This design comes from an exercise in tuning for small area, a short achievable clock period and few clock cycles on the open sky130 flow, not from production work. The RTL was checked by simulation tests, not by an equivalence proof against the original design. Power figures rest on the tool's default switching activity, not on a simulated workload.

== maple ==
## crc8_framer
module crc8_framer (
    input  wire         clk,
    input  wire         rst,
    input  wire         rx_valid,
    input  wire [7:0]   rx_data,
    output wire         rx_ready,
    output wire         tx_valid,
    output wire [7:0]   tx_data,
    input  wire         tx_ready,
    input  wire         cmd_valid,
    output wire         cmd_ready,
    input  wire [7:0]   cmd_code,
    input  wire [7:0]   cmd_arg,
    input  wire [151:0] cmd_pkt,
    output reg          res_valid,
    output reg          res_ok,
    output reg  [31:0]  res_word,
    output reg  [151:0] res_pkt,
    output wire         pkt_avail,
    output wire         q_full
);
Size: roughly 5700 cells after synthesis, ~2900 flip-flops, roughly 380 I/O pins.
make LEC_CHECK=0 CAP_MARGIN=20 CORE_MARGIN=2 CORE_UTILIZATION=50 SETUP_SLACK_MARGIN=5 SLEW_MARGIN=20 finish   # period 8.0 ns
run.sh (not shown) runs the stock make flow with config.mk's settings and CLKGATE_MAP_FILE= SYNTH_SCRIPT=/design/flow/synth_recipe.tcl, a recipe that flattens the netlist after the stock synthesis.
Testbench counts of maple, summed over its fixed seeds: cycles 9,983.
--- input diff maple..juniper ---
-- flow/design.v --
<<< maple, line 99
    reg  [3:0]  f_ndata;              
    reg         tx_valid_q;
    reg  [7:0]  tx_data_q;            
    reg  [4:0]  t_idx;
    reg  [151:0] dreg;                
    reg  [1:0]  last_tag;
>>> juniper, line 99
    reg  [3:0]  f_ndata;              
    reg         tx_valid_q;
    reg  [7:0]  tx_data_q;
    reg  [4:0]  t_idx;                
    reg  [151:0] dreg;                
    reg  [1:0]  last_tag;
<<< maple, line 178
    wire [1:0] go_tag  = st_idle ? htag : ntag;
    wire [7:0] b0_go   = !st_q ? b0_push : (go_tag == T_DATA) ? dreg[7:0] : 8'h10;
    wire [4:0] n_idx = tx_fire ? t_idx + 5'd1 : t_idx;
    reg  [7:0] nb_data;
    always @(*) begin
        nb_data = 8'h00;
        for (k = 0; k < 19; k = k + 1)
            nb_data = nb_data | ({8{n_idx == k}} & dreg[k*8 +: 8]);
    end
    wire [7:0] nb_const = (n_idx == 5'd0)  ? 8'h10 :
                          (n_idx == 5'd1)  ? ((htag == T_ACK) ? 8'h01 : 8'h02) :
                          (n_idx == 5'd18) ? ((htag == T_ACK) ? 8'h5A : 8'h48) : 8'hFF;
    wire [7:0] nb    = (htag == T_DATA) ? nb_data : nb_const;
    reg        e_cor, e_qf, e_rx, e_tx;
>>> juniper, line 178
    wire [1:0] go_tag  = st_idle ? htag : ntag;
    wire [7:0] b0_go   = !st_q ? b0_push : (go_tag == T_DATA) ? dreg[7:0] : 8'h10;
    reg  [7:0] nb_data;
    always @(*) begin
        nb_data = 8'h00;
        for (k = 0; k < 18; k = k + 1)
            nb_data = nb_data | ({8{t_idx == k}} & dreg[(k+1)*8 +: 8]);
    end
    wire [7:0] nb_const = (t_idx == 5'd0)  ? ((htag == T_ACK) ? 8'h01 : 8'h02) :
                          (t_idx == 5'd17) ? ((htag == T_ACK) ? 8'h5A : 8'h48) : 8'hFF;
    wire [7:0] nb    = (htag == T_DATA) ? nb_data : nb_const;
    reg        e_cor, e_qf, e_rx, e_tx;
<<< maple, line 334
            dt_t    <= res_pkt[11:8];
        end
        tx_data_q <= tx_go ? b0_go : nb;
        if (tx_go)
            t_idx     <= 5'd0;
        else if (tx_fire)
            t_idx     <= t_idx + 5'd1;
    end
    always @(posedge clk) begin
>>> juniper, line 332
            dt_t    <= res_pkt[11:8];
        end
        if (tx_go) begin
            tx_data_q <= b0_go;
            t_idx     <= 5'd0;
        end else if (tx_fire) begin
            tx_data_q <= nb;
            t_idx     <= t_idx + 5'd1;
        end
    end
    always @(posedge clk) begin
==> comparison <==
Core utilization essentially unchanged between maple and juniper. juniper vs. maple: number of cells on the critical path fell by 1; total negative slack for setup checks ~0 delta. Between maple and juniper, the flow reports detailed-route wire length decreasing by a few percent. NOTE internal power maple->juniper increased slightly. Of maple and juniper, the run reporting the higher global-route usage over all layers was maple. According to the power report, total power for juniper is higher than for maple. Compared maple against juniper; width of the die within noise. Going from maple to juniper, clock group share of total power rose 0.2 points; number of signal-net buffers in the layout fell about 8%.
Testbench counts of juniper, summed over its fixed seeds: cycles 9,983.

port drivers added, routing unchanged:
Ports are ideal in the flow. The routed layouts listed here were re-timed in OpenROAD.
Step 1 (the two cells are an assumption about what drives the block):
set clk [get_ports {clk}]
set_driving_cell -lib_cell sky130_fd_sc_hd__clkbuf_16 $clk
set_driving_cell -lib_cell sky130_fd_sc_hd__buf_2 [delete_from_list [all_inputs] $clk]
Step 2 moves the port delays by t, midway between the first and last clock arrival at a register: inputs arrive t later, outputs are due t later. That takes back most of the time a late clock gives input paths.
Three values: ideal ports, drivers, drivers and shift; two values: the first two.
run | shift t [ns] | slack for setup (ns) | worst register clock-pin slew, ns
maple | 0.960 | 4.911 / 4.831 / 3.925 | 0.07 / 0.07
juniper | 0.951 | 4.811 / 4.728 / 4.158 | 0.07 / 0.07
After both steps setup and hold are still met in every run listed. For maple, which loses most, drivers alone change the setup slack by -0.080 ns; drivers and shift together by -0.986 ns.
